Background: an optimization exercise with open tools, aiming at small area, a short achievable clock period and few clock cycles. Do not read the settings as production practice.
Only simulation tests tie the RTL to the original design; equivalence was not proved.
No activity file was given, so power comes from the tool's default toggle rates.

$ cat flow/config.mk
export PLATFORM = sky130hd
export DESIGN_NAME = softsynth_core
export DESIGN_NICKNAME = softsynth_core
export VERILOG_FILES = /design/flow/design.v
export SDC_FILE = /design/flow/constraint.sdc
export NUM_CORES = 4
export LEC_CHECK = 0
export CAP_MARGIN = 20
export CORE_MARGIN = 2
export CORE_UTILIZATION = 40
export SETUP_SLACK_MARGIN = 5
export SLEW_MARGIN = 20
$ cat flow/constraint.sdc
create_clock -name core_clock -period 12.0 [get_ports {clk}]
set_input_delay 2.4000 -clock core_clock [delete_from_list [all_inputs] [get_ports {clk}]]
set_output_delay 2.4000 -clock core_clock [all_outputs]
set_load 0.01 [all_outputs]
$ cat flow/design.v
module ss_voice (
    input  wire        clk,
    input  wire        clear,       
    input  wire        adv,         
    input  wire        sf,          
    input  wire        stop,        
    input  wire        sv,          
    input  wire [15:0] arg,
    input  wire [1:0]  ms_a,        
    input  wire [1:0]  ms_d,
    input  wire [1:0]  ms_r,
    input  wire        w_T,         
    input  wire        w_ts,        
    input  wire        w_neg,       
    input  wire        w_V,         
    input  wire        w_qr,        
    input  wire        w_r,         
    input  wire [21:0] b_T,
    input  wire [15:0] b_t,
    input  wire [2:0]  b_s,
    input  wire        b_neg,
    input  wire [14:0] b_V,
    input  wire [14:0] b_qs,
    input  wire [15:0] b_rm,
    output wire [2:0]  o_tag,
    output wire [14:0] o_peak,
    output wire [14:0] o_from,
    output wire [21:0] o_ticks,
    output wire [15:0] o_t,
    output wire [2:0]  o_s,
    output wire        trans,       
    output wire [14:0] vol,
    output wire [15:0] smp
);
    localparam [2:0] T_STOP = 3'd0, T_ATTACK = 3'd1, T_DECAY = 3'd2,
                     T_SUSTAIN = 3'd3, T_RELEASE = 3'd4;
    reg [15:0] freq;
    reg [14:0] osc_vol;
    reg [15:0] phase;
    reg [14:0] peak;
    reg [2:0]  tag;
    reg [14:0] from;
    reg [21:0] ticks_rem;
    reg [2:0]  s;
    reg [15:0] t;
    reg        neg;
    reg [14:0] V;
    reg [15:0] r;
    reg [14:0] qs;      
    reg [15:0] rm;
    assign o_tag   = tag;
    assign o_peak  = peak;
    assign o_from  = from;
    assign o_ticks = ticks_rem;
    assign o_t     = t;
    assign o_s     = s;
    assign vol     = osc_vol;
    wire is_a    = (tag == T_ATTACK);
    wire is_d    = (tag == T_DECAY);
    wire is_r    = (tag == T_RELEASE);
    wire is_ramp = is_a | is_d | is_r;
    wire tr_zero = (ticks_rem == 22'd0);
    assign trans = is_a & tr_zero;
    assign smp = (freq == 16'd0) ? 16'd0 :
                 (phase < 16'd24000) ? {1'b0, osc_vol} : (16'd0 - {1'b0, osc_vol});
    wire [1:0]  ms_lo  = is_a ? ms_a : is_d ? ms_d : ms_r;
    wire [5:0]  T_lo   = {ms_lo[1] ^ ms_lo[0], ms_lo[0], 4'd0};
    wire [5:0]  mask   = ~(6'h3f << s);
    wire [21:0] tr_dec = ticks_rem - 22'd1;
    wire        roll   = (((tr_dec[5:0] ^ T_lo) & mask) == 6'd0);
    wire [16:0] r_sum  = {1'b0, r} + {1'b0, rm};
    wire [17:0] r_dif  = {1'b0, r_sum} - {2'b0, t};
    wire        c      = ~r_dif[17];
    wire [14:0] v_next = V + qs + {14'd0, c ^ neg};
    wire [15:0] r_next = c ? r_dif[15:0] : r_sum[15:0];
    wire [16:0] ph_sum  = {1'b0, phase} + {1'b0, freq};
    wire        ph_ge2  = (ph_sum >= 17'd96000);
    wire        ph_ge1  = (ph_sum >= 17'd48000);
    wire [16:0] ph_sub  = ph_ge2 ? 17'd96000 : ph_ge1 ? 17'd48000 : 17'd0;
    wire [16:0] ph_next = ph_sum - ph_sub;
    always @(posedge clk) begin
        if (clear) begin
            freq    <= 16'd0;
            osc_vol <= 15'd0;
            phase   <= 16'd0;
            peak    <= 15'd0;
            tag     <= T_STOP;
        end else begin
            if (sf) begin
                freq <= arg;
                tag  <= T_ATTACK;
                from <= osc_vol;
                V    <= osc_vol;
                r    <= 16'd0;
            end
            if (stop) begin
                tag  <= T_RELEASE;
                from <= osc_vol;
                V    <= osc_vol;
                r    <= 16'd0;
            end
            if (sv)
                peak <= arg[15] ? 15'd0 : arg[14:0];
            if (adv) begin
                if (is_ramp) begin
                    osc_vol <= V;
                    if (tr_zero) begin
                        if (is_a) begin
                            tag <= T_DECAY;
                            V   <= peak;
                            r   <= 16'd0;
                        end else if (is_d) begin
                            tag <= T_SUSTAIN;
                        end else begin
                            tag  <= T_STOP;
                            freq <= 16'd0;
                        end
                    end else begin
                        ticks_rem <= tr_dec;
                        if (roll) begin
                            V <= v_next;
                            r <= r_next;
                        end
                    end
                end
                if (!(is_r && tr_zero))
                    phase <= ph_next[15:0];
            end
            if (w_T)
                ticks_rem <= b_T;
            if (w_V)
                V <= b_V;
            if (w_r)
                r <= b_rm;
        end
        if (w_ts) begin
            t <= b_t;
            s <= b_s;
        end
        if (w_neg)
            neg <= b_neg;
        if (w_qr) begin
            qs <= b_qs;
            rm <= b_rm;
        end
    end
endmodule
module softsynth_core (
    input  wire        clk,
    input  wire        rst,             
    input  wire        cmd_valid,
    output wire        cmd_ready,
    input  wire [31:0] cmd,
    input  wire [15:0] cfg_attack_ms0,
    input  wire [15:0] cfg_decay_ms0,
    input  wire [15:0] cfg_release_ms0,
    input  wire [15:0] cfg_sustain0,
    input  wire [15:0] cfg_attack_ms1,
    input  wire [15:0] cfg_decay_ms1,
    input  wire [15:0] cfg_release_ms1,
    input  wire [15:0] cfg_sustain1,
    output reg  [15:0] out_sample,
    output reg         out_valid,
    output wire [31:0] out_rsp,
    output wire [7:0]  fault_code,
    output wire        fault
);
    localparam [7:0] OP_SET_FREQ    = 8'h01,
                     OP_SET_VOL     = 8'h02,
                     OP_VOL         = 8'h03,
                     OP_GET         = 8'h04,
                     OP_ADVANCE     = 8'h05,
                     OP_STOP        = 8'h06,
                     OP_STEP        = 8'h07,
                     OP_VOICE_RESET = 8'h08,
                     OP_MOD_SETVOL  = 8'h10,
                     OP_MOD_START   = 8'h11,
                     OP_MOD_STOP    = 8'h12,
                     OP_MIX_LEN     = 8'h30,
                     OP_TICK        = 8'h40,
                     OP_RESET       = 8'h7F;
    localparam [2:0] T_STOP = 3'd0, T_ATTACK = 3'd1, T_DECAY = 3'd2,
                     T_SUSTAIN = 3'd3, T_RELEASE = 3'd4;
    wire [7:0]  op  = cmd[31:24];
    wire [7:0]  tgt = cmd[23:16];
    wire [15:0] arg = cmd[15:0];
    reg         ready;
    reg  [15:0] rsp_lo;
    reg         rsp_hi;
    reg         flt;
    assign cmd_ready  = ready;
    assign out_rsp    = {{16{rsp_hi}}, rsp_lo};
    assign fault_code = {5'd0, flt, flt, 1'b0};
    assign fault      = flt;
    wire accept = cmd_valid && ready;
    wire tgt_ok   = (tgt == 8'd0) || (tgt == 8'd1);
    wire arg_zero = (arg == 16'd0);
    reg  legal;
    always @(*) begin
        case (op)
            OP_SET_FREQ, OP_SET_VOL, OP_MOD_SETVOL, OP_MOD_START:
                legal = tgt_ok;
            OP_VOL, OP_GET, OP_ADVANCE, OP_STOP, OP_STEP, OP_VOICE_RESET, OP_MOD_STOP:
                legal = tgt_ok && arg_zero;
            OP_MIX_LEN, OP_TICK, OP_RESET:
                legal = (tgt == 8'd0) && arg_zero;
            default:
                legal = 1'b0;
        endcase
    end
    wire do_cmd   = accept && legal;
    wire is_reset = rst || (do_cmd && op == OP_RESET);
    wire is_tick  = do_cmd && (op == OP_TICK);
    wire sel0 = (tgt[0] == 1'b0);
    wire sel1 = (tgt[0] == 1'b1);
    wire c_set_freq = do_cmd && (op == OP_SET_FREQ || op == OP_MOD_START);
    wire c_set_vol  = do_cmd && (op == OP_SET_VOL  || op == OP_MOD_SETVOL);
    wire c_stop     = do_cmd && (op == OP_STOP     || op == OP_MOD_STOP);
    wire c_advance  = do_cmd && (op == OP_ADVANCE  || op == OP_STEP);
    wire c_vreset   = do_cmd && (op == OP_VOICE_RESET);
    wire adv0 = (c_advance && sel0) || is_tick;
    wire adv1 = (c_advance && sel1) || is_tick;
    wire [2:0]  tag0, tag1, s0, s1;
    wire [14:0] peak0, peak1, from0, from1, vol0, vol1;
    wire [21:0] ticks0, ticks1;
    wire [15:0] t0, t1, smp0, smp1;
    wire        trans0, trans1;
    reg         st_s1, st_r1, st_r2, st_r3, st_div, st_c1, st_c2, st_c3, st_c5, st_mul, st_c6;
    reg         jv;         
    reg         rc;         
    reg         msus;       
    reg         pend1;      
    reg  [3:0]  cnt;
    reg  [2:0]  sreg;
    reg  [14:0] mA;
    reg  [15:0] mB;
    reg  [15:0] mR;
    reg  [14:0] mQ;
    wire [2:0]  tag_j   = jv ? tag1   : tag0;
    wire [14:0] peak_j  = jv ? peak1  : peak0;
    wire [14:0] from_j  = jv ? from1  : from0;
    wire [21:0] ticks_j = jv ? ticks1 : ticks0;
    wire [15:0] t_j     = jv ? t1     : t0;
    wire [2:0]  s_j     = jv ? s1     : s0;
    wire j_a = (tag_j == T_ATTACK);
    wire j_d = (tag_j == T_DECAY);
    wire [14:0] to_j   = j_a ? peak_j : j_d ? mQ : 15'd0;
    wire [14:0] fr_j   = j_d ? peak_j : from_j;
    wire [15:0] diff_j = {1'b0, to_j} - {1'b0, fr_j};
    wire        neg_j  = diff_j[15];
    wire [14:0] M_j    = neg_j ? (15'd0 - diff_j[14:0]) : diff_j[14:0];
    wire [15:0] ms_j = jv ? (j_a ? cfg_attack_ms1 : j_d ? cfg_decay_ms1 : cfg_release_ms1)
                          : (j_a ? cfg_attack_ms0 : j_d ? cfg_decay_ms0 : cfg_release_ms0);
    wire [15:0] ms_c = tgt[0] ? (op[1] ? cfg_release_ms1 : cfg_attack_ms1)
                              : (op[1] ? cfg_release_ms0 : cfg_attack_ms0);
    wire [15:0] sn_j = jv ? (cfg_sustain1[15] ? 16'd0 : cfg_sustain1)
                          : (cfg_sustain0[15] ? 16'd0 : cfg_sustain0);
    wire [21:0] treg   = {mB[5:0], mR};
    wire [21:0] T48    = {mR, 5'd0} + {1'b0, mR, 4'd0};
    wire [21:0] T48e   = {mR, 5'd0} + {1'b0, mR, 4'd0} - ticks_j;
    wire        t_big  = (T48[21:16] != 6'd0);
    wire        tr_big = (treg[21:16] != 6'd0);
    wire [16:0] dsA = {mR, mA[14]};
    wire [17:0] ddA = {1'b0, dsA} - {2'b0, t_j};
    wire        dcA = ~ddA[17];
    wire [15:0] drA = dcA ? ddA[15:0] : dsA[15:0];
    wire [16:0] dsB = {drA, mA[13]};
    wire [17:0] ddB = {1'b0, dsB} - {2'b0, t_j};
    wire        dcB = ~ddB[17];
    wire [15:0] drB = dcB ? ddB[15:0] : dsB[15:0];
    wire [14:0] dA  = {mA[12:0], dcA, dcB};
    wire [15:0] tt  = msus ? 16'd32767 : t_j;
    wire [17:0] mS  = {1'b0, mR, 1'b0} + (mA[14] ? {2'b0, mB} : 18'd0);
    wire [18:0] md1 = {1'b0, mS} - {3'b0, tt};
    wire [18:0] md2 = {1'b0, mS} - {2'b0, tt, 1'b0};
    wire        mc1 = ~md1[18];
    wire        mc2 = ~md2[18];
    wire [15:0] mrn = mc2 ? md2[15:0] : mc1 ? md1[15:0] : mS[15:0];
    wire [14:0] mqn = {mQ[13:0], 1'b0} + {13'd0, mc2, mc1 & ~mc2};
    wire last_div = st_div && (cnt == 4'd4);
    wire last_mul = st_mul && (cnt == 4'd14);
    wire        rs_big  = st_r2 ? t_big : tr_big;
    wire        rs_zero = st_r2 && (T48 == 22'd0);
    wire        rs_go   = (st_r2 || st_r3) && !rs_big;
    wire        w_T   = st_r2;
    wire        w_ts  = rs_go;
    wire        w_neg = rs_go || (st_c3 && sreg == 3'd0);
    wire        w_V   = (rs_go && rs_zero) || (st_c1 && ticks_j == 22'd0) || st_c6;
    wire        w_qr  = (rs_go && st_r3) || (st_c3 && sreg == 3'd0 && s_j != 3'd0) || last_div;
    wire        w_r   = st_c6;
    wire [21:0] b_T   = T48;
    wire [15:0] b_t   = st_r2 ? T48[15:0] : treg[15:0];
    wire [2:0]  b_s   = st_r2 ? 3'd0 : sreg;
    wire [14:0] v_wr  = fr_j + (mQ ^ {15{neg_j}}) + {14'd0, neg_j};
    wire [14:0] b_V   = st_c6 ? v_wr : to_j;
    wire [14:0] b_qs  = {15{neg_j}} ^ (last_div ? {5'd0, dA[9:0]} : 15'd0);
    wire [15:0] b_rm  = last_div ? drB : st_c6 ? mR : {1'b0, M_j};
    wire fin = (rs_go && (rs_zero || st_r3)) || (last_div && !rc) ||
               (st_c1 && ticks_j == 22'd0) || st_c6;
    wire sv_d0 = c_set_vol && sel0 && (tag0 == T_DECAY);
    wire sv_d1 = c_set_vol && sel1 && (tag1 == T_DECAY);
    wire sv_a0 = c_set_vol && sel0 && (tag0 == T_ATTACK);
    wire sv_a1 = c_set_vol && sel1 && (tag1 == T_ATTACK);
    wire ramp0 = (c_set_freq || c_stop) && sel0;
    wire ramp1 = (c_set_freq || c_stop) && sel1;
    wire tr0   = adv0 && trans0;
    wire tr1   = adv1 && trans1;
    wire idle  = ready;
    always @(posedge clk) begin
        if (is_reset) begin
            {st_s1, st_r1, st_r2, st_r3, st_div, st_c1, st_c2, st_c3, st_c5, st_mul, st_c6} <= 11'd0;
            pend1 <= 1'b0;
            ready <= 1'b1;
        end else if (idle) begin
            if (sv_d0 || sv_d1 || tr0 || tr1) begin
                st_s1 <= 1'b1;
                jv    <= sv_d1 || (tr1 && !tr0);
                rc    <= sv_d0 || sv_d1;
                pend1 <= tr0 && tr1;
                ready <= 1'b0;
            end else if (sv_a0 || sv_a1) begin
                st_c1 <= 1'b1;
                jv    <= sv_a1;
                rc    <= 1'b1;
                ready <= 1'b0;
            end else if (ramp0 || ramp1) begin
                st_r2 <= 1'b1;
                jv    <= ramp1;
                rc    <= 1'b0;
                ready <= 1'b0;
            end
        end else begin
            st_s1  <= 1'b0;
            st_r1  <= last_mul && msus && !rc;
            st_r2  <= st_r1;
            st_r3  <= (st_r2 || st_r3) && rs_big;
            st_div <= (st_div && !last_div) || (rs_go && !rs_zero && !st_r3) ||
                      (st_c3 && sreg == 3'd0 && s_j == 3'd0);
            st_c1  <= last_mul && msus && rc;
            st_c2  <= st_c1 && ticks_j != 22'd0;
            st_c3  <= st_c2 || (st_c3 && sreg != 3'd0);
            st_c5  <= (last_div && rc) || (st_c3 && sreg == 3'd0 && s_j != 3'd0);
            st_mul <= st_s1 || st_c5 || (st_mul && !last_mul);
            st_c6  <= last_mul && !msus;
            if (fin) begin
                if (pend1) begin
                    st_s1 <= 1'b1;
                    jv    <= 1'b1;
                    rc    <= 1'b0;
                    pend1 <= 1'b0;
                end else begin
                    ready <= 1'b1;
                end
            end
        end
        if (idle) begin
            mR <= ms_c;                
        end
        if (st_s1) begin               
            mA   <= peak_j;
            mB   <= sn_j;
            mR   <= 16'd0;
            mQ   <= 15'd0;
            msus <= 1'b1;
            cnt  <= 4'd0;
        end
        if (st_r1 || st_c1)            
            mR <= ms_j;
        if (st_r2 || st_r3) begin
            if (rs_big) begin
                mR      <= st_r2 ? T48[16:1] : treg[16:1];
                mB[5:0] <= st_r2 ? {1'b0, T48[21:17]} : {1'b0, treg[21:17]};
            end else begin
                mR  <= {11'd0, M_j[14:10]};
                mA  <= {M_j[9:0], 5'd0};
                cnt <= 4'd0;
            end
            sreg <= st_r2 ? {2'b0, t_big} : sreg + {2'b0, rs_big};
        end
        if (st_c2) begin               
            mR      <= T48e[15:0];
            mB[5:0] <= T48e[21:16];
            sreg    <= s_j;
        end
        if (st_c3) begin               
            if (sreg != 3'd0) begin
                mR      <= treg[16:1];
                mB[5:0] <= {1'b0, treg[21:17]};
                sreg    <= sreg - 3'd1;
            end else begin
                mB  <= mR;
                mR  <= {11'd0, M_j[14:10]};
                mA  <= {M_j[9:0], 5'd0};
                cnt <= 4'd0;
            end
        end
        if (st_c5) begin               
            mA   <= M_j;
            mR   <= 16'd0;
            mQ   <= 15'd0;
            msus <= 1'b0;
            cnt  <= 4'd0;
        end
        if (st_div) begin
            mA  <= dA;
            mR  <= drB;
            cnt <= cnt + 4'd1;
        end
        if (st_mul) begin
            mA  <= {mA[13:0], 1'b0};
            mR  <= mrn;
            mQ  <= mqn;
            cnt <= cnt + 4'd1;
        end
    end
    ss_voice u_voice0 (
        .clk(clk),
        .clear(is_reset || (c_vreset && sel0)),
        .adv(adv0),
        .sf(c_set_freq && sel0),
        .stop(c_stop && sel0),
        .sv(c_set_vol && sel0),
        .arg(arg),
        .ms_a(cfg_attack_ms0[1:0]), .ms_d(cfg_decay_ms0[1:0]), .ms_r(cfg_release_ms0[1:0]),
        .w_T(w_T && !jv), .w_ts(w_ts && !jv), .w_neg(w_neg && !jv),
        .w_V(w_V && !jv), .w_qr(w_qr && !jv), .w_r(w_r && !jv),
        .b_T(b_T), .b_t(b_t), .b_s(b_s), .b_neg(neg_j), .b_V(b_V), .b_qs(b_qs), .b_rm(b_rm),
        .o_tag(tag0), .o_peak(peak0), .o_from(from0), .o_ticks(ticks0), .o_t(t0), .o_s(s0),
        .trans(trans0), .vol(vol0), .smp(smp0)
    );
    ss_voice u_voice1 (
        .clk(clk),
        .clear(is_reset || (c_vreset && sel1)),
        .adv(adv1),
        .sf(c_set_freq && sel1),
        .stop(c_stop && sel1),
        .sv(c_set_vol && sel1),
        .arg(arg),
        .ms_a(cfg_attack_ms1[1:0]), .ms_d(cfg_decay_ms1[1:0]), .ms_r(cfg_release_ms1[1:0]),
        .w_T(w_T && jv), .w_ts(w_ts && jv), .w_neg(w_neg && jv),
        .w_V(w_V && jv), .w_qr(w_qr && jv), .w_r(w_r && jv),
        .b_T(b_T), .b_t(b_t), .b_s(b_s), .b_neg(neg_j), .b_V(b_V), .b_qs(b_qs), .b_rm(b_rm),
        .o_tag(tag1), .o_peak(peak1), .o_from(from1), .o_ticks(ticks1), .o_t(t1), .o_s(s1),
        .trans(trans1), .vol(vol1), .smp(smp1)
    );
    wire signed [16:0] mix_sum = $signed({smp0[15], smp0}) + $signed({smp1[15], smp1});
    wire        [15:0] mix_sat = (mix_sum > 17'sd32767)  ? 16'h7FFF :
                                 (mix_sum < -17'sd32768) ? 16'h8000 : mix_sum[15:0];
    wire [14:0] sel_vol = sel1 ? vol1 : vol0;
    wire [15:0] sel_smp = sel1 ? smp1 : smp0;
    always @(posedge clk) begin
        if (is_reset) begin
            out_sample <= 16'd0;
            out_valid  <= 1'b0;
            rsp_lo     <= 16'd0;
            rsp_hi     <= 1'b0;
            flt        <= 1'b0;
        end else if (accept) begin
            if (!legal) begin
                flt <= 1'b1;
            end else begin
                case (op)
                    OP_VOL: begin
                        rsp_lo <= {1'b0, sel_vol};
                        rsp_hi <= 1'b0;
                    end
                    OP_GET, OP_STEP: begin
                        rsp_lo <= sel_smp;
                        rsp_hi <= 1'b0;
                    end
                    OP_MIX_LEN: begin
                        rsp_lo <= 16'hFFFF;
                        rsp_hi <= 1'b1;
                    end
                    OP_TICK: begin
                        out_sample <= mix_sat;
                        out_valid  <= 1'b1;
                    end
                    default: ;
                endcase
            end
        end
    end
endmodule
$ cat flow/run.sh
#!/bin/bash
# synth_recipe.tcl (not shown) runs the flow's synth.tcl, then flattens the netlist and writes it again
# the make line also repeats each setting of config.mk as NAME=value (left out here)
make -C /OpenROAD-flow-scripts/flow DESIGN_CONFIG=/design/flow/config.mk WORK_HOME=/design/flow/orfs CLKGATE_MAP_FILE= SYNTH_SCRIPT=/design/flow/synth_recipe.tcl finish
==> results of run 1 <==
per-stage QoR:
stage                util  cell area, sq um  hold WS, ps
global placement    0.436             45900          442
finish              0.462             48600          461
detailed placement  0.436             45900          455
CTS                 0.458             48200          463
global route        0.461             48600          481
floorplan               -             42500          403
how the worst min path moves through the flow:
stage	from	to	slack, ps	depth (start not counted)
after global routing	u_voice0.phase[0]	u_voice0.phase[0]	480	2
after CTS	u_voice0.phase[2]	u_voice0.phase[2]	460	2
after detailed placement	u_voice0.phase[2]	u_voice0.phase[2]	450	2
final	u_voice0.phase[2]	u_voice0.phase[2]	460	2
after global placement	u_voice0.phase[0]	u_voice0.phase[0]	440	2
after floorplan	u_voice1.osc_vol[7]	u_voice1.from[7]	400	0
worst reg2reg max path: cells and delay by family (launching register included):
family	cells	cell delay, ps
adder cells (fa/ha/maj)	5	1770
XOR/XNOR	3	390
AND/OR/NAND/NOR	1	190
flip-flops	1	400
AO/OA/AOI/OAI	19	3800
power by group:
part	leakage, nW	switching (mW)	internal, mW
clock network	0.984	0.826	1.06
logic	13.3	1.12	0.840
registers	4.17	0.106	1.79
layout make-up:
type,instances,area [sq um]
diodes,2,5.00
multi-input cells,4144,28800
flip-flops and latches,480,12200
well taps,1391,1740
inverters,190,713
fillers,10248,56700
repair buffers,323,3100
clock inverters,39,408
clock buffers,73,1620
layout by cell type (no fill, tap or decap), drive strengths merged, types with 121 or more instances in the layout:
| cell | count |
|---|---|
| ha | 311 |
| nand2 | 603 |
| o21ai | 320 |
| inv | 196 |
| xnor2 | 199 |
| nor3 | 122 |
| nor2 | 440 |
| edfxtp | 263 |
| clkdlybuf4s50 | 213 |
| a21oi | 450 |
| mux2i | 166 |
| dfxtp | 217 |
| xor2 | 121 |
kinds of logic after synthesis:
logic type,after synthesis,synth area share
XOR/XNOR,320,0.0660
AO/OA/AOI/OAI,1493,0.227
other,1,0.0000883
buffers and inverters,446,0.0439
AND/OR/NAND/NOR,1725,0.192
adder cells (fa/ha/maj),332,0.102
multiplexers,268,0.0818
flip-flops,480,0.288
repair_timing:
item | in CTS | in global routing
pin swaps | 6 | 21
gates resized for setup | 32 | 34
hold buffers | 0 | 0
endpoints found under the setup margin | 99 | 88
gates cloned | 2 | 2
buffers inserted | 5 | 24
metal layers:
metal | track usage | vias to the layer above | wire (um)
met4 | 0.143 | 12 | 8770
met3 | 0.0453 | 388 | 13700
met5 | 0 | - | 87
met1 | 0.384 | 19251 | 67200
li1 | - | 18981 | -
met2 | 0.438 | 1747 | 68900
registers in the layout, summed over array words and instances, names as in the netlist, 16 cells and up:
| register | flops |
|---|---|
| u_voice0.ticks_rem | 22 |
| mR | 16 |
| u_voice0.phase | 16 |
| u_voice1.freq | 16 |
| rsp_lo | 16 |
| u_voice1.r | 16 |
| u_voice1.ticks_rem | 22 |
| mB | 16 |
| u_voice0.freq | 16 |
| u_voice1.t | 16 |
| u_voice0.r | 16 |
| u_voice0.t | 16 |
| u_voice1.phase | 16 |
| out_sample | 16 |
| u_voice1.rm | 16 |
| u_voice0.rm | 16 |
==> impl_metrics.env, run 1 <==
export IMPL_cts_buffers=59
export IMPL_post_route_min_period_ps=6790
export IMPL_critPathMaxStageDelay_ps=460
export IMPL_drive_gt1_frac=0.0876
export IMPL_cts_root_buffer="clkbuf_16"
export IMPL_synth_warning_count=2
export IMPL_synth_common_cells="603 x nand2_1, 446 x a21oi_1, 440 x nor2_1"
export IMPL_finalHoldViolations=0
export IMPL_tritoncts="done"
export IMPL_synth_seq_cells=480
export IMPL_clk_path_buf_depth=3
export IMPL_syn2layout_area_growth_pct=14.4
export IMPL_synth_top_flop_cell="edfxtp_1"
export IMPL_dr_pass1_iters=6
export IMPL_drc=0
export IMPL_synth_cell_type_count=106
export IMPL_cp_buffers_inverters=0
export IMPL_viasPerCell=6.08
export IMPL_path_clk_slew_ps=60
export IMPL_cts_max_level=2
export IMPL_synth_edff_count=263
export IMPL_avgSynthCellArea_sq_um=8.38
export IMPL_cp_endpoint="u_voice0.V[14]"
export IMPL_skew_ps=38.2
export IMPL_grt_pass1_wl_um=236000
export IMPL_relSlewSlack=0.320
export IMPL_startpoint_type="register"
export IMPL_setup_ws_ps=5210
export IMPL_maxSlewViolCount=0
export IMPL_grt_start_max_net_pins=71
export IMPL_synth_area_top_cells="edfxtp_1 19%, dfxtp_1 10%, ha_1 9.2%"
export IMPL_synth_seq_area_share=0.288
export IMPL_grt_setup_unrepaired="yes"
export IMPL_setup_tns_final_ps=0
export IMPL_startpoint="u_voice0.r[0]"
export IMPL_critPathKind="register to register"
export IMPL_track_usage=0.284
export IMPL_core_area_sq_um=105000
export IMPL_ir_drop_mv=0.126
export IMPL_hp_class="register to register"
export IMPL_required_ps=12410
export IMPL_wl_per_cell_um=23.9
export IMPL_finalPower_mw=5.74
export IMPL_reg2reg_to="u_voice0.V[14]"
export IMPL_dp_hpwl_um=121000
export IMPL_crit_arrival_ps=7210
export IMPL_final_cells=6642
export IMPL_rrSetupSlack_ps=5210
export IMPL_cp_top_family="compound AO/OA/AOI/OAI gates"
export IMPL_vias=40379
export IMPL_first_iter_violations=4268
export IMPL_path_depth=28
export IMPL_rows=119
export IMPL_yosysTopAreaCellShare=0.186
export IMPL_antenna_left=0
export IMPL_setup_viol=0
export IMPL_critPathCaptureType="register"
export IMPL_r2r_start="u_voice0.r[0]"
export IMPL_crit_fanout=4
export IMPL_gr_total_overflow=0
export IMPL_nets=5693
export IMPL_io_buffers=215
export IMPL_p_leak_nw=18.4
export IMPL_die_area_sq_um=109000
export IMPL_gp_congestion=1.02
export IMPL_initial_core_util=0.403
export IMPL_status="timing/DRC/antenna clean"
export IMPL_crit_slowest_cell="fa_1"
export IMPL_netlist_instances=5065
export IMPL_grt_pass1_vias=38112
export IMPL_fmax_ghz=0.147
export IMPL_clkSinkCount=480
export IMPL_drt_wl_total_um=159000
export IMPL_maxCapViolCount=0
export IMPL_pre_cts_ws_ps=3810
export IMPL_rr_worst_depth=28
export IMPL_p_per_area_nw_per_um2=118
export IMPL_io_pins=222
export IMPL_fp_dieH_um=330
export IMPL_tightest_slew_ps=1020
export IMPL_async_flop_share=0
export IMPL_place_inst=6495
export IMPL_synth_top_cell_by_area="edfxtp_1"
export IMPL_clk_latency_ps=700
export IMPL_synth_most_common_cell="nand2_1"
export IMPL_chipWidth_um=330
export IMPL_syn_area_sq_um=42500
export IMPL_antenna_found_initial=7
export IMPL_fin_crit_sh=0.566
Testbench counts, summed over its fixed seeds: cycles 70,789.
==> run 2: changes to the inputs <==
--- a/flow/design.v
+++ b/flow/design.v
@@ -17,2 +17,3 @@
     input  wire        w_r,         
+    input  wire        w_from,      
     input  wire [21:0] b_T,
@@ -75,7 +76,6 @@
     wire [15:0] r_next = c ? r_dif[15:0] : r_sum[15:0];
-    wire [16:0] ph_sum  = {1'b0, phase} + {1'b0, freq};
-    wire        ph_ge2  = (ph_sum >= 17'd96000);
-    wire        ph_ge1  = (ph_sum >= 17'd48000);
-    wire [16:0] ph_sub  = ph_ge2 ? 17'd96000 : ph_ge1 ? 17'd48000 : 17'd0;
-    wire [16:0] ph_next = ph_sum - ph_sub;
+    wire [16:0] ph_s0   = {1'b0, phase} + {1'b0, freq};
+    wire [17:0] ph_s1   = {2'b0, phase} + {2'b0, freq} - 18'd48000;
+    wire [17:0] ph_s2   = {2'b0, phase} + {2'b0, freq} - 18'd96000;
+    wire [15:0] ph_next = !ph_s2[17] ? ph_s2[15:0] : !ph_s1[17] ? ph_s1[15:0] : ph_s0[15:0];
     always @(posedge clk) begin
@@ -91,12 +91,5 @@
                 tag  <= T_ATTACK;
-                from <= osc_vol;
-                V    <= osc_vol;
-                r    <= 16'd0;
             end
-            if (stop) begin
+            if (stop)
                 tag  <= T_RELEASE;
-                from <= osc_vol;
-                V    <= osc_vol;
-                r    <= 16'd0;
-            end
             if (sv)
@@ -109,4 +102,2 @@
                             tag <= T_DECAY;
-                            V   <= peak;
-                            r   <= 16'd0;
                         end else if (is_d) begin
@@ -141,2 +132,4 @@
             neg <= b_neg;
+        if (w_from)
+            from <= osc_vol;
         if (w_qr) begin
@@ -247,3 +240,4 @@
     wire [14:0] to_j   = j_a ? peak_j : j_d ? mQ : 15'd0;
-    wire [14:0] fr_j   = j_d ? peak_j : from_j;
+    wire [14:0] vol_j  = jv ? vol1 : vol0;
+    wire [14:0] fr_j   = j_d ? peak_j : st_r2 ? vol_j : from_j;    
     wire [15:0] diff_j = {1'b0, to_j} - {1'b0, fr_j};
@@ -287,5 +281,5 @@
     wire        w_neg = rs_go || (st_c3 && sreg == 3'd0);
-    wire        w_V   = (rs_go && rs_zero) || (st_c1 && ticks_j == 22'd0) || st_c6;
+    wire        w_V   = st_r2 || (st_c1 && ticks_j == 22'd0) || st_c6;
     wire        w_qr  = (rs_go && st_r3) || (st_c3 && sreg == 3'd0 && s_j != 3'd0) || last_div;
-    wire        w_r   = st_c6;
+    wire        w_r   = st_c6 || st_r2;
     wire [21:0] b_T   = T48;
@@ -294,5 +288,5 @@
     wire [14:0] v_wr  = fr_j + (mQ ^ {15{neg_j}}) + {14'd0, neg_j};
-    wire [14:0] b_V   = st_c6 ? v_wr : to_j;
+    wire [14:0] b_V   = st_c6 ? v_wr : (st_r2 && !rs_zero) ? vol_j : to_j;
     wire [14:0] b_qs  = {15{neg_j}} ^ (last_div ? {5'd0, dA[9:0]} : 15'd0);
-    wire [15:0] b_rm  = last_div ? drB : st_c6 ? mR : {1'b0, M_j};
+    wire [15:0] b_rm  = last_div ? drB : st_c6 ? mR : st_r2 ? 16'd0 : {1'b0, M_j};
     wire fin = (rs_go && (rs_zero || st_r3)) || (last_div && !rc) ||
@@ -425,3 +419,3 @@
         .w_T(w_T && !jv), .w_ts(w_ts && !jv), .w_neg(w_neg && !jv),
-        .w_V(w_V && !jv), .w_qr(w_qr && !jv), .w_r(w_r && !jv),
+        .w_V(w_V && !jv), .w_qr(w_qr && !jv), .w_r(w_r && !jv), .w_from(st_r2 && !jv),
         .b_T(b_T), .b_t(b_t), .b_s(b_s), .b_neg(neg_j), .b_V(b_V), .b_qs(b_qs), .b_rm(b_rm),
@@ -440,3 +434,3 @@
         .w_T(w_T && jv), .w_ts(w_ts && jv), .w_neg(w_neg && jv),
-        .w_V(w_V && jv), .w_qr(w_qr && jv), .w_r(w_r && jv),
+        .w_V(w_V && jv), .w_qr(w_qr && jv), .w_r(w_r && jv), .w_from(st_r2 && jv),
         .b_T(b_T), .b_t(b_t), .b_s(b_s), .b_neg(neg_j), .b_V(b_V), .b_qs(b_qs), .b_rm(b_rm),
==> run 2 against run 1 <==
  * Flip-flop and latch count unchanged
  * Highest routed layer unchanged
  * Sequential power is essentially flat
  * Cell count decreased by 5.4%
  * Maximum frequency decreased by 0.24%
  * Synthesized area fell by 3.4%
  * First-iteration DRC count down 18%
  * Largest power group is now clock
  * Hold slack lost 3.7 ps
==> impl_metrics.env, run 2 <==
export IMPL_busiest_layer="met2"
export IMPL_crit_arrival_ps=7210
export IMPL_vias=36895
export IMPL_io_pins=222
export IMPL_maxCapViolCount=0
export IMPL_maxSlewViolCount=0
export IMPL_viasPerCell=5.87
export IMPL_gp_congestion=0.970
export IMPL_grt_setup_unrepaired="yes"
export IMPL_initial_core_util=0.403
export IMPL_drt_wl_total_um=138000
export IMPL_fin_crit_sh=0.568
export IMPL_hp_class="register to register"
export IMPL_skew_ps=52.9
export IMPL_ir_drop_mv=0.125
export IMPL_ctsHoldBuffers=0
export IMPL_yosysTopAreaCellShare=0.192
export IMPL_antenna_left=0
export IMPL_critPathCaptureType="register"
export IMPL_post_route_min_period_ps=6810
export IMPL_clk_latency_ps=690
export IMPL_drc=0
export IMPL_chipWidth_um=324
export IMPL_tightest_slew_ps=1220
export IMPL_dr_pass1_iters=6
export IMPL_path_clk_slew_ps=60
export IMPL_synth_cell_type_count=104
export IMPL_finalHoldViolations=0
export IMPL_synth_area_top_cells="edfxtp_1 19%, dfxtp_1 11%, ha_1 9.2%"
export IMPL_netlist_instances=4740
export IMPL_track_usage=0.251
export IMPL_p_per_area_nw_per_um2=118
export IMPL_startpoint_type="register"
export IMPL_critPathMaxStageDelay_ps=440
export IMPL_synth_warning_count=2
export IMPL_synth_seq_area_share=0.298
export IMPL_dp_hpwl_um=105000
export IMPL_wl_per_cell_um=21.9
export IMPL_syn_area_sq_um=41000
export IMPL_fp_dieH_um=324
export IMPL_p_leak_nw=17.8
export IMPL_grt_start_max_net_pins=67
export IMPL_nets=5348
export IMPL_synth_common_cells="538 x nor2_1, 354 x nand2_1, 352 x a21oi_1"
export IMPL_synth_top_flop_cell="edfxtp_1"
export IMPL_core_area_sq_um=102000
export IMPL_first_iter_violations=3482
export IMPL_fin_util=0.462
export IMPL_synth_seq_cells=480
export IMPL_status="timing/DRC/antenna clean"
export IMPL_synth_edff_count=263
export IMPL_cts_buffers=59
export IMPL_drive_gt1_frac=0.0889
export IMPL_critPathKind="register to register"
export IMPL_clkSinkCount=480
export IMPL_fmax_ghz=0.147
export IMPL_die_area_sq_um=105000
export IMPL_avgSynthCellArea_sq_um=8.66
export IMPL_setup_tns_final_ps=0
export IMPL_path_cells="buf_12 > mux2i_2 > ha_1 > a21o_1 > a21o_1 > a2111oi_0 > a21oi_1 > nor2_1 > o2111a_2 > mux2i_2 > ha_1 > nor2b_1 > o21a_1 > o21ai_0 > a21oi_1 > a21oi_1 > o21ai_0 > a221oi_4 > buf_6 > mux2_2 > nor2_1 > a31oi_1 > mux2_2"
export IMPL_synth_most_common_cell="nor2_1"
export IMPL_clk_path_buf_depth=3
export IMPL_synth_top_cell_by_area="edfxtp_1"
export IMPL_setup_viol=0
export IMPL_grt_pass1_wl_um=208000
export IMPL_final_cell_mix="530 x nor2_1, 354 x nand2_1, 334 x a21oi_1, 311 x o21ai_0, 300 x ha_1"
export IMPL_tritoncts="done"
export IMPL_syn2layout_area_growth_pct=14.7
export IMPL_io_buffers=215
export IMPL_required_ps=12390
export IMPL_met2_usage=0.408
export IMPL_cts_max_level=2
export IMPL_rows=117
export IMPL_crit_slowest_cell="edfxtp_1"
export IMPL_async_flop_share=0
export IMPL_crit_fanout=35
export IMPL_layout_commonest_cell="nor2_1"
export IMPL_path_common_cell="a21oi_1"
export IMPL_fillCellCount=9948
export IMPL_reg_top3="u_voice0.ticks_rem: 22 flops, u_voice1.ticks_rem: 22 flops"
export IMPL_gr_total_overflow=0
export IMPL_met3_usage=0.0401
export IMPL_grt_pass1_vias=34964
export IMPL_cts_root_buffer="clkbuf_16"
export IMPL_relSlewSlack=0.176
export IMPL_antenna_found_initial=5
export IMPL_grt_use_met1=0.342
run 2: cell count changes in the layout (fill, tap and decap cells not counted), moves of 30 or more:
cell / delta
nand2_1: -246
a21oi_1: -104
xnor2_1: +52
mux2i_1: +96
nor2_1: +97
buf_4: -30
run 2: worst paths after layout:
kind                                         from           endpoint  slack [ps]  cells after the start
worst min-delay path            u_voice0.phase[5]  u_voice0.phase[5]         460                      2
worst max register to register                 jv     u_voice0.r[11]        5190                     23
worst min register to register  u_voice0.phase[5]  u_voice0.phase[5]         460                      2
worst max-delay path                           jv     u_voice0.r[11]        5190                     23
run 2: worst max-delay path: cells and delay by family (launching register included):
kind,cells,cell delay (ps)
simple gates,3,520
compound gates,12,2920
buf+inv,2,570
fa+ha+maj,2,610
flops,1,440
mux,4,1410
run 2: per-stage QoR:
step | hold WS, ps | std cells | power [mW] | cell area, sq um | setup slack (ps)
detailed placement | 452 | 6151 | 3.58 | 44400 | 4190
CTS | 460 | 6268 | 5.52 | 46700 | 4880
floorplan | 406 | 4745 | 3.10 | 41100 | 4980
global placement | 442 | 6151 | 3.57 | 44400 | 4290
global route | 476 | 6283 | 5.78 | 47100 | 4880
finish | 458 | 6285 | 5.53 | 47100 | 5190
run 2: cells by family (layout without fill, tap and decap cells):
family	count (synthesis)	after routing	share of synthesized area
and+or+nand+nor	1461	1461	0.166
AOI/OAI and AO/OA	1313	1314	0.206
DFF	480	480	0.298
buffers and inverters	431	600	0.0434
muxes	379	379	0.109
xor gates and xnor gates	350	350	0.0750
adders and majority gates	325	325	0.102
other	1	8	0.0000914
run 2: routing by layer:
metal / wire (um) / up-vias
met5: 31 / -
met4: 4220 / 4
met3: 10300 / 240
met2: 62800 / 1290
met1: 60500 / 17647
li1: - / 17714
run 2: where the power goes:
part | internal, mW | switching, mW | leakage, nW
combinational | 0.732 | 0.982 | 12.7
sequential | 1.79 | 0.0929 | 4.11
clock | 1.13 | 0.804 | 1.02
run 2: area by class of cell:
cell class,count,area (sq um),area share
Clock buffer,68,1560,0.0332
Sequential cell,480,12200,0.260
Multi-Input combinational cell,3835,27400,0.582
Tap cell,1368,1710,0.0364
Timing Repair Buffer,298,2920,0.0621
Clock inverter,43,512,0.0109
Antenna cell,2,5.00,0.000106
Inverter,191,717,0.0152
run 2: what timing repair did:
item                                    CTS  global route
pin swaps                                 5            20
endpoints found under the setup margin  104           152
resized for setup                        24            48
cloned                                    1             3
setup buffers                             5            11
Testbench counts of run 2, summed over its fixed seeds: cycles 70,789.
==> run 3: changes to the inputs <==
--- a/flow/design.v
+++ b/flow/design.v
@@ -33,3 +33,5 @@
     output wire [14:0] vol,
-    output wire [15:0] smp
+    output wire [15:0] smp,
+    output wire        smp_z,       
+    output wire        smp_n        
 );
@@ -64,4 +66,5 @@
     assign trans = is_a & tr_zero;
-    assign smp = (freq == 16'd0) ? 16'd0 :
-                 (phase < 16'd24000) ? {1'b0, osc_vol} : (16'd0 - {1'b0, osc_vol});
+    assign smp_z = (freq == 16'd0);
+    assign smp_n = !smp_z && !(phase < 16'd24000);
+    assign smp = smp_z ? 16'd0 : smp_n ? (16'd0 - {1'b0, osc_vol}) : {1'b0, osc_vol};
     wire [1:0]  ms_lo  = is_a ? ms_a : is_d ? ms_d : ms_r;
@@ -71,6 +74,8 @@
     wire        roll   = (((tr_dec[5:0] ^ T_lo) & mask) == 6'd0);
-    wire [16:0] r_sum  = {1'b0, r} + {1'b0, rm};
-    wire [17:0] r_dif  = {1'b0, r_sum} - {2'b0, t};
+    wire [17:0] r_sum  = {2'b0, r} + {2'b0, rm};
+    wire [17:0] r_dif  = {2'b0, r} + {2'b0, rm} - {2'b0, t};
     wire        c      = ~r_dif[17];
-    wire [14:0] v_next = V + qs + {14'd0, c ^ neg};
+    wire [14:0] v_a    = V + qs;
+    wire [14:0] v_b    = V + qs + 15'd1;
+    wire [14:0] v_next = (c ^ neg) ? v_b : v_a;
     wire [15:0] r_next = c ? r_dif[15:0] : r_sum[15:0];
@@ -243,4 +248,5 @@
     wire [15:0] diff_j = {1'b0, to_j} - {1'b0, fr_j};
+    wire [15:0] difn_j = {1'b0, fr_j} - {1'b0, to_j};
     wire        neg_j  = diff_j[15];
-    wire [14:0] M_j    = neg_j ? (15'd0 - diff_j[14:0]) : diff_j[14:0];
+    wire [14:0] M_j    = neg_j ? difn_j[14:0] : diff_j[14:0];
     wire [15:0] ms_j = jv ? (j_a ? cfg_attack_ms1 : j_d ? cfg_decay_ms1 : cfg_release_ms1)
@@ -257,3 +263,3 @@
     wire [16:0] dsA = {mR, mA[14]};
-    wire [17:0] ddA = {1'b0, dsA} - {2'b0, t_j};
+    wire [17:0] ddA = {1'b0, dsA} - {2'b0, tt};
     wire        dcA = ~ddA[17];
@@ -261,3 +267,3 @@
     wire [16:0] dsB = {drA, mA[13]};
-    wire [17:0] ddB = {1'b0, dsB} - {2'b0, t_j};
+    wire [17:0] ddB = {1'b0, dsB} - {2'b0, tt};
     wire        dcB = ~ddB[17];
@@ -265,6 +271,7 @@
     wire [14:0] dA  = {mA[12:0], dcA, dcB};
-    wire [15:0] tt  = msus ? 16'd32767 : t_j;
-    wire [17:0] mS  = {1'b0, mR, 1'b0} + (mA[14] ? {2'b0, mB} : 18'd0);
-    wire [18:0] md1 = {1'b0, mS} - {3'b0, tt};
-    wire [18:0] md2 = {1'b0, mS} - {2'b0, tt, 1'b0};
+    reg  [15:0] tt;
+    wire [17:0] mBa = mA[14] ? {2'b0, mB} : 18'd0;
+    wire [17:0] mS  = {1'b0, mR, 1'b0} + mBa;
+    wire [18:0] md1 = {2'b0, mR, 1'b0} + {1'b0, mBa} - {3'b0, tt};
+    wire [18:0] md2 = {2'b0, mR, 1'b0} + {1'b0, mBa} - {2'b0, tt, 1'b0};
     wire        mc1 = ~md1[18];
@@ -358,2 +365,3 @@
             msus <= 1'b1;
+            tt   <= 16'd32767;
             cnt  <= 4'd0;
@@ -362,2 +370,6 @@
             mR <= ms_j;
+        if (st_c1 || st_c5)
+            tt <= t_j;
+        if (w_ts)
+            tt <= b_t;
         if (st_r2 || st_r3) begin
@@ -422,3 +434,3 @@
         .o_tag(tag0), .o_peak(peak0), .o_from(from0), .o_ticks(ticks0), .o_t(t0), .o_s(s0),
-        .trans(trans0), .vol(vol0), .smp(smp0)
+        .trans(trans0), .vol(vol0), .smp(smp0), .smp_z(sz0), .smp_n(sn0)
     );
@@ -437,5 +449,8 @@
         .o_tag(tag1), .o_peak(peak1), .o_from(from1), .o_ticks(ticks1), .o_t(t1), .o_s(s1),
-        .trans(trans1), .vol(vol1), .smp(smp1)
+        .trans(trans1), .vol(vol1), .smp(smp1), .smp_z(sz1), .smp_n(sn1)
     );
-    wire signed [16:0] mix_sum = $signed({smp0[15], smp0}) + $signed({smp1[15], smp1});
+    wire        sz0, sn0, sz1, sn1;
+    wire [16:0] mx0 = sz0 ? 17'd0 : sn0 ? {2'b11, ~vol0} : {2'b00, vol0};
+    wire [16:0] mx1 = sz1 ? 17'd0 : sn1 ? {2'b11, ~vol1} : {2'b00, vol1};
+    wire signed [16:0] mix_sum = mx0 + mx1 + {16'd0, sn0} + {16'd0, sn1};
     wire        [15:0] mix_sat = (mix_sum > 17'sd32767)  ? 16'h7FFF :
==> flow/flow/run.sh (new file) <==
#!/bin/bash
set -euo pipefail
bash standard.sh SETUP_SLACK_MARGIN=7 finish > make_finish.log 2>&1
==> flow/standard.sh (new file) <==
#!/bin/bash
# synth_recipe.tcl (not shown) runs the flow's synth.tcl, then flattens the netlist and writes it again
# the make line also repeats each setting of config.mk as NAME=value (left out here)
make -C /OpenROAD-flow-scripts/flow DESIGN_CONFIG=/design/flow/config.mk WORK_HOME=/design/flow/orfs CLKGATE_MAP_FILE= SYNTH_SCRIPT=/design/flow/synth_recipe.tcl "${@:-finish}"
--- a/flow/config.mk
+++ b/flow/config.mk
@@ -10,3 +10,2 @@
 export CORE_UTILIZATION = 40
-export SETUP_SLACK_MARGIN = 5
 export SLEW_MARGIN = 20
removed: flow/run.sh
==> run 3 against run 2 <==
  * Register-to-register slack improved by 1400 ps
  * Largest cell class unchanged
  * Non-clock buffer count rose by 232
  * Flip-flop and latch count rose by 16
  * Global-route usage rose by 2.9 points
  * Critical path type unchanged
  * Synthesized area rose by 5.4%
==> impl_metrics.env, run 3 <==
export IMPL_syn2layout_area_growth_pct=25.3
export IMPL_drc=0
export IMPL_chipWidth_um=333
export IMPL_fin_crit_sh=0.452
export IMPL_hold_depth=2
export IMPL_async_flop_share=0
export IMPL_rrSetupSlack_ps=6570
export IMPL_rr_worst_depth=27
export IMPL_core_area_sq_um=107000
export IMPL_grt_pass1_vias=39406
export IMPL_required_ps=12460
export IMPL_seq_power_share=0.339
export IMPL_setup_ws_ps=6570
export IMPL_reg2reg_to="mR[3]"
export IMPL_cts_buffers=60
export IMPL_path_clk_slew_ps=70
export IMPL_crit_fanout=6
export IMPL_crit_arrival_ps=5890
export IMPL_hp_class="register to register"
export IMPL_swShare=0.342
export IMPL_synth_seq_cells=496
export IMPL_cts_max_level=2
export IMPL_nets=6032
export IMPL_drive_gt1_frac=0.180
export IMPL_io_buffers=215
export IMPL_post_route_min_period_ps=5430
export IMPL_yosysTopAreaCellShare=0.194
export IMPL_grt_setup_unrepaired="yes"
export IMPL_holdPathEnd="u_voice1.phase[4]"
export IMPL_gr_total_overflow=0
export IMPL_synth_top_cell_by_area="edfxtp_1"
export IMPL_relSlewSlack=0.264
export IMPL_reg_top3="u_voice0.ticks_rem: 22 flops, u_voice1.ticks_rem: 22 flops"
export IMPL_layout_commonest_cell="nand2_1"
export IMPL_finalPower_mw=5.62
export IMPL_design_area_sq_um=54200
export IMPL_pwr_share_clk=0.331
export IMPL_setup_viol=0
export IMPL_ctsHoldBuffers=0
export IMPL_r2r_start="tt[1]"
export IMPL_min_from="u_voice1.phase[4]"
export IMPL_final_cell_mix="511 x nand2_1, 481 x nor2_1, 377 x a21oi_1, 309 x ha_1, 305 x o21ai_0"
export IMPL_fmax_ghz=0.184
export IMPL_crit_slowest_cell="edfxtp_1"
export IMPL_finalHoldViolations=0
export IMPL_synth_edff_count=279
export IMPL_synth_warning_count=2
export IMPL_cp_buffers_inverters=7
export IMPL_io_pins=222
export IMPL_gp_congestion=0.977
export IMPL_drt_wl_total_um=165000
export IMPL_synth_seq_area_share=0.294
export IMPL_antenna_left=0
export IMPL_fp_dieH_um=333
export IMPL_cts_root_buffer="clkbuf_16"
export IMPL_tightest_slew_ps=1100
export IMPL_synth_area_top_cells="edfxtp_1 19%, dfxtp_1 10%, ha_1 9.6%"
export IMPL_dr_pass1_iters=12
export IMPL_clkSinkCount=496
export IMPL_maxCapViolCount=0
export IMPL_ir_drop_mv=0.124
export IMPL_switchingPower_mw=1.92
export IMPL_clk_latency_ps=710
export IMPL_dp_hpwl_um=116000
export IMPL_track_usage=0.280
export IMPL_p_per_area_nw_per_um2=104
export IMPL_setup_tns_final_ps=0
export IMPL_critPathMaxStageDelay_ps=490
export IMPL_p_leak_nw=20.9
export IMPL_tritoncts="done"
export IMPL_vias=42300
export IMPL_placed_area_sq_um=47100
export IMPL_antenna_found_initial=5
export IMPL_pre_cts_ws_ps=4610
export IMPL_syn_area_sq_um=43300
export IMPL_hold_ws_ps=464
export IMPL_wl_per_cell_um=23.6
export IMPL_maxSlewViolCount=0
export IMPL_die_area_sq_um=111000
export IMPL_initial_core_util=0.404
export IMPL_synth_common_cells="531 x nand2_1, 496 x nor2_1, 485 x a21oi_1"
export IMPL_p_int_mw=3.70
export IMPL_synth_cell_type_count=105
export IMPL_netlist_instances=5181
export IMPL_grt_start_max_net_pins=66
export IMPL_synth_most_common_cell="nand2_1"
export IMPL_grt_pass1_wl_um=241000
export IMPL_first_iter_violations=4403
export IMPL_critPathCaptureType="register"
export IMPL_critPathKind="register to register"
export IMPL_rows=120
export IMPL_skew_ps=37.2
export IMPL_startpoint_type="register"
export IMPL_avgSynthCellArea_sq_um=8.35
export IMPL_synth_top_flop_cell="edfxtp_1"
export IMPL_cp_top_family="compound AO/OA/AOI/OAI gates"
export IMPL_clk_path_buf_depth=3
export IMPL_status="timing/DRC/antenna clean"
export IMPL_viasPerCell=6.07
export IMPL_p_comb_frac=0.330
export IMPL_antenna_cells=0
export IMPL_path_common_cell="a21oi_2"
run 3: per-stage QoR:
stage | utilization | std cells
3_5_place_dp | 0.439 | 6581
6_report | 0.506 | 6972
5_1_grt | 0.506 | 6972
4_1_cts | 0.487 | 6863
2_1_floorplan | - | 5186
3_3_place_gp | 0.439 | 6581
run 3: cell type report:
cell class | instances | area [sq um]
tap | 1403 | 1760
fill | 9981 | 53000
clock buffer | 72 | 1630
inverter | 222 | 845
multi-input combinational | 4207 | 31200
clock inverter | 42 | 374
timing repair buffer | 530 | 5630
sequential | 496 | 12700
run 3: per-layer routing:
metal	vias to the layer above	share of wire	GRT usage
met5	-	0.000079	0
li1	19658	-	-
met4	2	0.043	0.107
met1	20297	0.42	0.377
met2	1947	0.45	0.449
met3	396	0.087	0.0472
run 3: worst max path at each step:
stage / startpoint / end / slack [ps] / depth (start not counted)
after floorplan: jv / u_voice0.V[14] / 6300 / 29
after global placement: cmd[24] / u_voice1.r[0] / 4710 / 12
after detailed placement: cmd[24] / u_voice1.r[3] / 4610 / 12
after CTS: jv / u_voice0.V[14] / 6670 / 26
after global routing: tt[1] / mR[3] / 6410 / 27
final: tt[1] / mR[3] / 6570 / 27
run 3: cell families (layout without fill, tap and decap cells):
family / count (synthesis) / in the layout / share of synthesized area
compound gates: 1549 / 1554 / 0.227
simple gates: 1659 / 1662 / 0.180
mux: 263 / 269 / 0.0731
fa+ha+maj: 352 / 352 / 0.105
buf+inv: 498 / 866 / 0.0474
flops: 496 / 496 / 0.294
other cells: 1 / 6 / 0.0000867
xor+xnor: 363 / 364 / 0.0735
run 3: power groups by stage:
stage / sequential, mW / clock [mW] / combinational, mW
6_report: 1.90 / 1.86 / 1.86
5_1_grt: 1.91 / 1.93 / 2.01
4_1_cts: 1.90 / 1.88 / 1.76
3_5_place_dp: 1.95 / 0 / 1.53
3_3_place_gp: 1.95 / 0 / 1.52
2_1_floorplan: 1.92 / 0 / 1.12
run 3: tightest hold or removal path: cells and delay by family, from the launching register on:
family / cells / cell delay, ps
DFF: 1 / 310
and+or+nand+nor: 1 / 70
AOI/OAI and AO/OA: 1 / 40
run 3: repair_timing:
action	CTS	global route
gates cloned	25	10
setup buffers	143	96
gates resized for setup	361	207
pin swaps	102	95
setup endpoints to repair	520	373
Testbench counts of run 3, summed over its fixed seeds: cycles 70,789.
==> run 4: changes to the inputs <==
--- a/flow/design.v
+++ b/flow/design.v
@@ -31,2 +31,3 @@
     output wire [2:0]  o_s,
+    output wire        o_neg,
     output wire        trans,       
@@ -59,2 +60,3 @@
     assign o_s     = s;
+    assign o_neg   = neg;
     assign vol     = osc_vol;
@@ -221,2 +223,3 @@
     wire [2:0]  tag0, tag1, s0, s1;
+    wire        neg0, neg1;
     wire [14:0] peak0, peak1, from0, from1, vol0, vol1;
@@ -225,3 +228,3 @@
     wire        trans0, trans1;
-    reg         st_s1, st_r1, st_r2, st_r3, st_div, st_c1, st_c2, st_c3, st_c5, st_mul, st_c6;
+    reg         st_s1, st_r1, st_r2, st_r3, st_div, st_dw, st_c1, st_c2, st_c3, st_c5, st_mul, st_c6;
     reg         jv;         
@@ -266,7 +269,3 @@
     wire [15:0] drA = dcA ? ddA[15:0] : dsA[15:0];
-    wire [16:0] dsB = {drA, mA[13]};
-    wire [17:0] ddB = {1'b0, dsB} - {2'b0, tt};
-    wire        dcB = ~ddB[17];
-    wire [15:0] drB = dcB ? ddB[15:0] : dsB[15:0];
-    wire [14:0] dA  = {mA[12:0], dcA, dcB};
+    wire [14:0] dA  = {mA[13:0], dcA};
     reg  [15:0] tt;
@@ -279,4 +278,5 @@
     wire [15:0] mrn = mc2 ? md2[15:0] : mc1 ? md1[15:0] : mS[15:0];
-    wire [14:0] mqn = {mQ[13:0], 1'b0} + {13'd0, mc2, mc1 & ~mc2};
-    wire last_div = st_div && (cnt == 4'd4);
+    wire [13:0] mQ1 = mQ[13:0] + 14'd1;        
+    wire [14:0] mqn = {(mc2 ? mQ1 : mQ[13:0]), mc1 & ~mc2};
+    wire last_div = st_div && (cnt == 4'd9);
     wire last_mul = st_mul && (cnt == 4'd14);
@@ -289,3 +289,3 @@
     wire        w_V   = st_r2 || (st_c1 && ticks_j == 22'd0) || st_c6;
-    wire        w_qr  = (rs_go && st_r3) || (st_c3 && sreg == 3'd0 && s_j != 3'd0) || last_div;
+    wire        w_qr  = (rs_go && st_r3) || (st_c3 && sreg == 3'd0 && s_j != 3'd0) || st_dw;
     wire        w_r   = st_c6 || st_r2;
@@ -294,7 +294,8 @@
     wire [2:0]  b_s   = st_r2 ? 3'd0 : sreg;
-    wire [14:0] v_wr  = fr_j + (mQ ^ {15{neg_j}}) + {14'd0, neg_j};
+    wire [14:0] v_wr  = fr_j + (mQ ^ {15{neg_v}}) + {14'd0, neg_v};
     wire [14:0] b_V   = st_c6 ? v_wr : (st_r2 && !rs_zero) ? vol_j : to_j;
-    wire [14:0] b_qs  = {15{neg_j}} ^ (last_div ? {5'd0, dA[9:0]} : 15'd0);
-    wire [15:0] b_rm  = last_div ? drB : st_c6 ? mR : st_r2 ? 16'd0 : {1'b0, M_j};
-    wire fin = (rs_go && (rs_zero || st_r3)) || (last_div && !rc) ||
+    wire        neg_v = jv ? neg1 : neg0;
+    wire [14:0] b_qs  = st_dw ? ({15{neg_v}} ^ {5'd0, mA[9:0]}) : {15{neg_j}};
+    wire [15:0] b_rm  = (st_dw || st_c6) ? mR : st_r2 ? 16'd0 : {1'b0, M_j};
+    wire fin = (rs_go && (rs_zero || st_r3)) || (st_dw && !rc) ||
                (st_c1 && ticks_j == 22'd0) || st_c6;
@@ -311,3 +312,3 @@
         if (is_reset) begin
-            {st_s1, st_r1, st_r2, st_r3, st_div, st_c1, st_c2, st_c3, st_c5, st_mul, st_c6} <= 11'd0;
+            {st_s1, st_r1, st_r2, st_r3, st_div, st_dw, st_c1, st_c2, st_c3, st_c5, st_mul, st_c6} <= 12'd0;
             pend1 <= 1'b0;
@@ -339,2 +340,3 @@
                       (st_c3 && sreg == 3'd0 && s_j == 3'd0);
+            st_dw  <= last_div;
             st_c1  <= last_mul && msus && rc;
@@ -342,3 +344,3 @@
             st_c3  <= st_c2 || (st_c3 && sreg != 3'd0);
-            st_c5  <= (last_div && rc) || (st_c3 && sreg == 3'd0 && s_j != 3'd0);
+            st_c5  <= (st_dw && rc) || (st_c3 && sreg == 3'd0 && s_j != 3'd0);
             st_mul <= st_s1 || st_c5 || (st_mul && !last_mul);
@@ -411,3 +413,3 @@
             mA  <= dA;
-            mR  <= drB;
+            mR  <= drA;
             cnt <= cnt + 4'd1;
@@ -433,3 +435,3 @@
         .b_T(b_T), .b_t(b_t), .b_s(b_s), .b_neg(neg_j), .b_V(b_V), .b_qs(b_qs), .b_rm(b_rm),
-        .o_tag(tag0), .o_peak(peak0), .o_from(from0), .o_ticks(ticks0), .o_t(t0), .o_s(s0),
+        .o_tag(tag0), .o_peak(peak0), .o_from(from0), .o_ticks(ticks0), .o_t(t0), .o_s(s0), .o_neg(neg0),
         .trans(trans0), .vol(vol0), .smp(smp0), .smp_z(sz0), .smp_n(sn0)
@@ -448,3 +450,3 @@
         .b_T(b_T), .b_t(b_t), .b_s(b_s), .b_neg(neg_j), .b_V(b_V), .b_qs(b_qs), .b_rm(b_rm),
-        .o_tag(tag1), .o_peak(peak1), .o_from(from1), .o_ticks(ticks1), .o_t(t1), .o_s(s1),
+        .o_tag(tag1), .o_peak(peak1), .o_from(from1), .o_ticks(ticks1), .o_t(t1), .o_s(s1), .o_neg(neg1),
         .trans(trans1), .vol(vol1), .smp(smp1), .smp_z(sz1), .smp_n(sn1)
==> flow/flow/run.sh (replaced) <==
#!/bin/bash
set -euo pipefail
bash standard.sh SETUP_SLACK_MARGIN=7 "BUFFER_PORTS_ARGS=-buffer_cell sky130_fd_sc_hd__buf_4" finish > make_finish.log 2>&1
==> run 4 against run 3 <==
  * Worst setup slack better by 500 ps
  * Flip-flop and latch count is 1 higher
  * Count of clock-buffer cells in the layout increased by 16
  * Non-clock buffer count is 173 lower
  * Hold slack lost 54 ps
  * Synthesized cell count is 3.0% lower
  * Critical path depth down 15
  * Critical path type is now input port to register
  * Largest cell class unchanged
==> impl_metrics.env, run 4 <==
export IMPL_gp_congestion=0.940
export IMPL_grt_pass1_wl_um=221000
export IMPL_fmax_ghz=0.203
export IMPL_post_route_min_period_ps=4930
export IMPL_yosysTopAreaCellShare=0.198
export IMPL_pre_cts_ws_ps=5410
export IMPL_crit_fanout=25
export IMPL_setup_viol=0
export IMPL_finalHoldViolations=0
export IMPL_rr_worst_depth=15
export IMPL_startpoint_type="input port"
export IMPL_setup_tns_final_ps=0
export IMPL_antenna_left=0
export IMPL_netlist_instances=5025
export IMPL_cts_max_level=2
export IMPL_fp_dieH_um=330
export IMPL_synth_seq_cells=497
export IMPL_synth_seq_area_share=0.300
export IMPL_fin_crit_sh=0.411
export IMPL_track_usage=0.263
export IMPL_maxSlewViolCount=0
export IMPL_hp_class="register to register"
export IMPL_antenna_cells=0
export IMPL_r2r_start="mR[1]"
export IMPL_multi_input_area_sq_um=28500
export IMPL_initial_core_util=0.403
export IMPL_crit_arrival_ps=5280
export IMPL_critPathCaptureType="register"
export IMPL_clkSinkCount=497
export IMPL_wl_per_cell_um=22.7
export IMPL_chipWidth_um=330
export IMPL_cts_buffers=59
export IMPL_maxCapViolCount=0
export IMPL_synth_top_cell_by_area="edfxtp_1"
export IMPL_p_per_area_nw_per_um2=109
export IMPL_rows=119
export IMPL_clk_latency_ps=670
export IMPL_met2_length_um=65600
export IMPL_layout_commonest_cell="nand2_1"
export IMPL_final_cell_mix="507 x nand2_1, 480 x nor2_1, 422 x a21oi_1, 338 x o21ai_0, 331 x buf_4"
export IMPL_cts_root_buffer="clkbuf_16"
export IMPL_nets=5668
export IMPL_tritoncts="done"
export IMPL_async_flop_share=0
export IMPL_synth_common_cells="508 x nand2_1, 490 x nor2_1, 443 x a21oi_1"
export IMPL_required_ps=12350
export IMPL_dr_pass1_iters=6
export IMPL_avgSynthCellArea_sq_um=8.44
export IMPL_reg_top3="u_voice0.ticks_rem: 22 flops, u_voice1.ticks_rem: 22 flops"
export IMPL_synth_edff_count=279
export IMPL_synth_area_top_cells="edfxtp_1 20%, dfxtp_1 10%, ha_1 9.3%"
export IMPL_rrSetupSlack_ps=7100
export IMPL_setup_ws_ps=7070
export IMPL_tightest_slew_ps=1240
export IMPL_wl_met1_um=66500
export IMPL_grt_pass1_vias=36080
export IMPL_fillCellCount=10211
export IMPL_clk_path_buf_depth=3
export IMPL_io_pins=222
export IMPL_p_leak_nw=19.4
export IMPL_grt_start_max_net_pins=66
export IMPL_antenna_found_initial=2
export IMPL_io_buffers=215
export IMPL_min_from="mA[11]"
export IMPL_grt_setup_unrepaired="yes"
export IMPL_synth_most_common_cell="nand2_1"
export IMPL_relSlewSlack=0.161
export IMPL_gr_total_overflow=0
export IMPL_holdPathEnd="mA[12]"
export IMPL_drt_wl_total_um=150000
export IMPL_syn2layout_area_growth_pct=15.3
export IMPL_drc=0
export IMPL_reg2reg_to="u_voice1.V[11]"
export IMPL_highest_layer="met5"
export IMPL_path_clk_slew_ps=70
export IMPL_core_area_sq_um=105000
export IMPL_syn_area_sq_um=42400
export IMPL_wl_met3_um=11900
export IMPL_vias=39324
export IMPL_synth_cell_type_count=121
export IMPL_dp_hpwl_um=112000
export IMPL_skew_ps=76.7
export IMPL_synth_top_flop_cell="edfxtp_1"
export IMPL_first_iter_violations=4040
export IMPL_critPathKind="input port to register"
export IMPL_hold_depth=2
export IMPL_drive_gt1_frac=0.145
export IMPL_status="timing/DRC/antenna clean"
export IMPL_synth_warning_count=2
export IMPL_die_area_sq_um=109000
export IMPL_ctsHoldBuffers=0
export IMPL_ir_drop_mv=0.0981
export IMPL_viasPerCell=5.95
export IMPL_seq_area_sq_um=12800
==> run 4: changes by cell type after synthesis, sizes merged, moves of 10 or more <==
cell    before  now
a31oi       47   57
o211ai      48   34
xnor2      230  249
xor2       133  109
a21oi      487  445
a221o       22   10
inv        217  192
nand2      532  509
mux2i      171  194
mux2        55   35
ha         333  316
==> run 4: how the worst max path moves through the flow <==
| stage | start | end | slack, ps | cells after the start |
|---|---|---|---|---|
| floorplan | cmd[25] | u_voice1.r[0] | 6820 | 12 |
| global placement | cmd[25] | u_voice0.freq[14] | 5520 | 10 |
| detailed placement | cmd[25] | u_voice0.r[15] | 5410 | 10 |
| CTS | u_voice0.tag[0] | mR[2] | 6850 | 19 |
| global route | jv | mR[2] | 6860 | 17 |
| finish | cmd[25] | u_voice0.V[4] | 7070 | 12 |
==> run 4: routing by layer <==
| metal | global-route usage | vias to the layer above |
|---|---|---|
| met5 | 0 | - |
| met4 | 0.0964 | 4 |
| met3 | 0.0373 | 286 |
| met2 | 0.411 | 1687 |
| met1 | 0.367 | 18664 |
| li1 | - | 18683 |
==> run 4: cell type report <==
| cell class | instances | area share |
|---|---|---|
| Multi-Input combinational cell | 4062 | 0.584 |
| Tap cell | 1391 | 0.0356 |
| Clock inverter | 22 | 0.00438 |
| Clock buffer | 88 | 0.0383 |
| Inverter | 194 | 0.0149 |
| Sequential cell | 497 | 0.261 |
| Timing Repair Buffer | 357 | 0.0624 |
==> run 4: critical path, stage by stage <==
cell      delay [ps]
buf_4            260
or4_4            480
mux2i_1          140
a31oi_1          120
o31ai_2          330
nand3_2          250
a21o_1           330
nor2_4           220
o211ai_1         200
buf_4            230
a21oi_4          140
buf_12           170
==> run 4: through the flow <==
stage               cell area (sq um)  hold WS [ps]  utilization  power, mW  instances
finish                          48900           410        0.464       5.35       6611
global route                    48900           474        0.464       5.54       6611
CTS                             47900           423        0.455       5.25       6558
detailed placement              45100           451        0.429       3.27       6411
global placement                45100           444        0.429       3.26       6410
floorplan                       42600           403            -       2.85       5030
==> run 4: kinds of logic (layout without fill, tap and decap cells) <==
logic type / count (synthesis) / after routing / synth area share
muxes: 261 / 261 / 0.0721
DFF: 497 / 497 / 0.300
adders and majority gates: 335 / 335 / 0.102
xor gates and xnor gates: 358 / 359 / 0.0741
other: 1 / 6 / 0.0000884
and+or+nand+nor: 1618 / 1621 / 0.179
buffers and inverters: 475 / 661 / 0.0476
AOI/OAI and AO/OA: 1480 / 1480 / 0.224
==> run 4: what timing repair did <==
action	CTS	global route
setup endpoints to repair	345	194
resized for setup	68	104
gates cloned	7	7
pin swaps	22	48
buffers inserted	30	46
==> run 4: where the power goes <==
part / internal (mW) / leakage [nW] / total [mW] / switching [mW]
registers: 1.81 / 4.26 / 1.86 / 0.0479
clock network: 1.11 / 1.02 / 1.90 / 0.796
logic: 0.664 / 14.1 / 1.58 / 0.920
total: 3.58 / 19.4 / 5.35 / 1.76
Testbench counts of run 4, summed over its fixed seeds: cycles 74,029.

-- re-timing with driven ports --
Ports are ideal in the flow. The routed layouts listed here were re-timed in OpenROAD. Step 1 assumes that a clkbuf_16 drives the clock port and a buf_2 every other input. Step 2, shift: input delay + t, output delay - t, t = (earliest + latest rising clock arrival at the registers) / 2. This alone moves slack from input paths to output paths. Slacks: ideal ports / drivers / drivers and shift; pairs: ideal ports / drivers.
run | shift t [ns] | setup slack, ns | worst data-port slew with drivers (ns)
run 1 | 0.751 | 5.205 / 5.205 / 4.608 | 0.09
run 2 | 0.730 | 5.189 / 5.189 / 4.711 | 0.06
run 3 | 0.768 | 6.571 / 6.571 / 6.222 | 0.09
run 4 | 0.709 | 7.068 / 7.102 / 6.408 | 0.05
After both steps setup and hold are still met in every run listed. The setup slack of run 4, which loses most, moves by +0.034 ns with the drivers and by -0.660 ns with both steps.
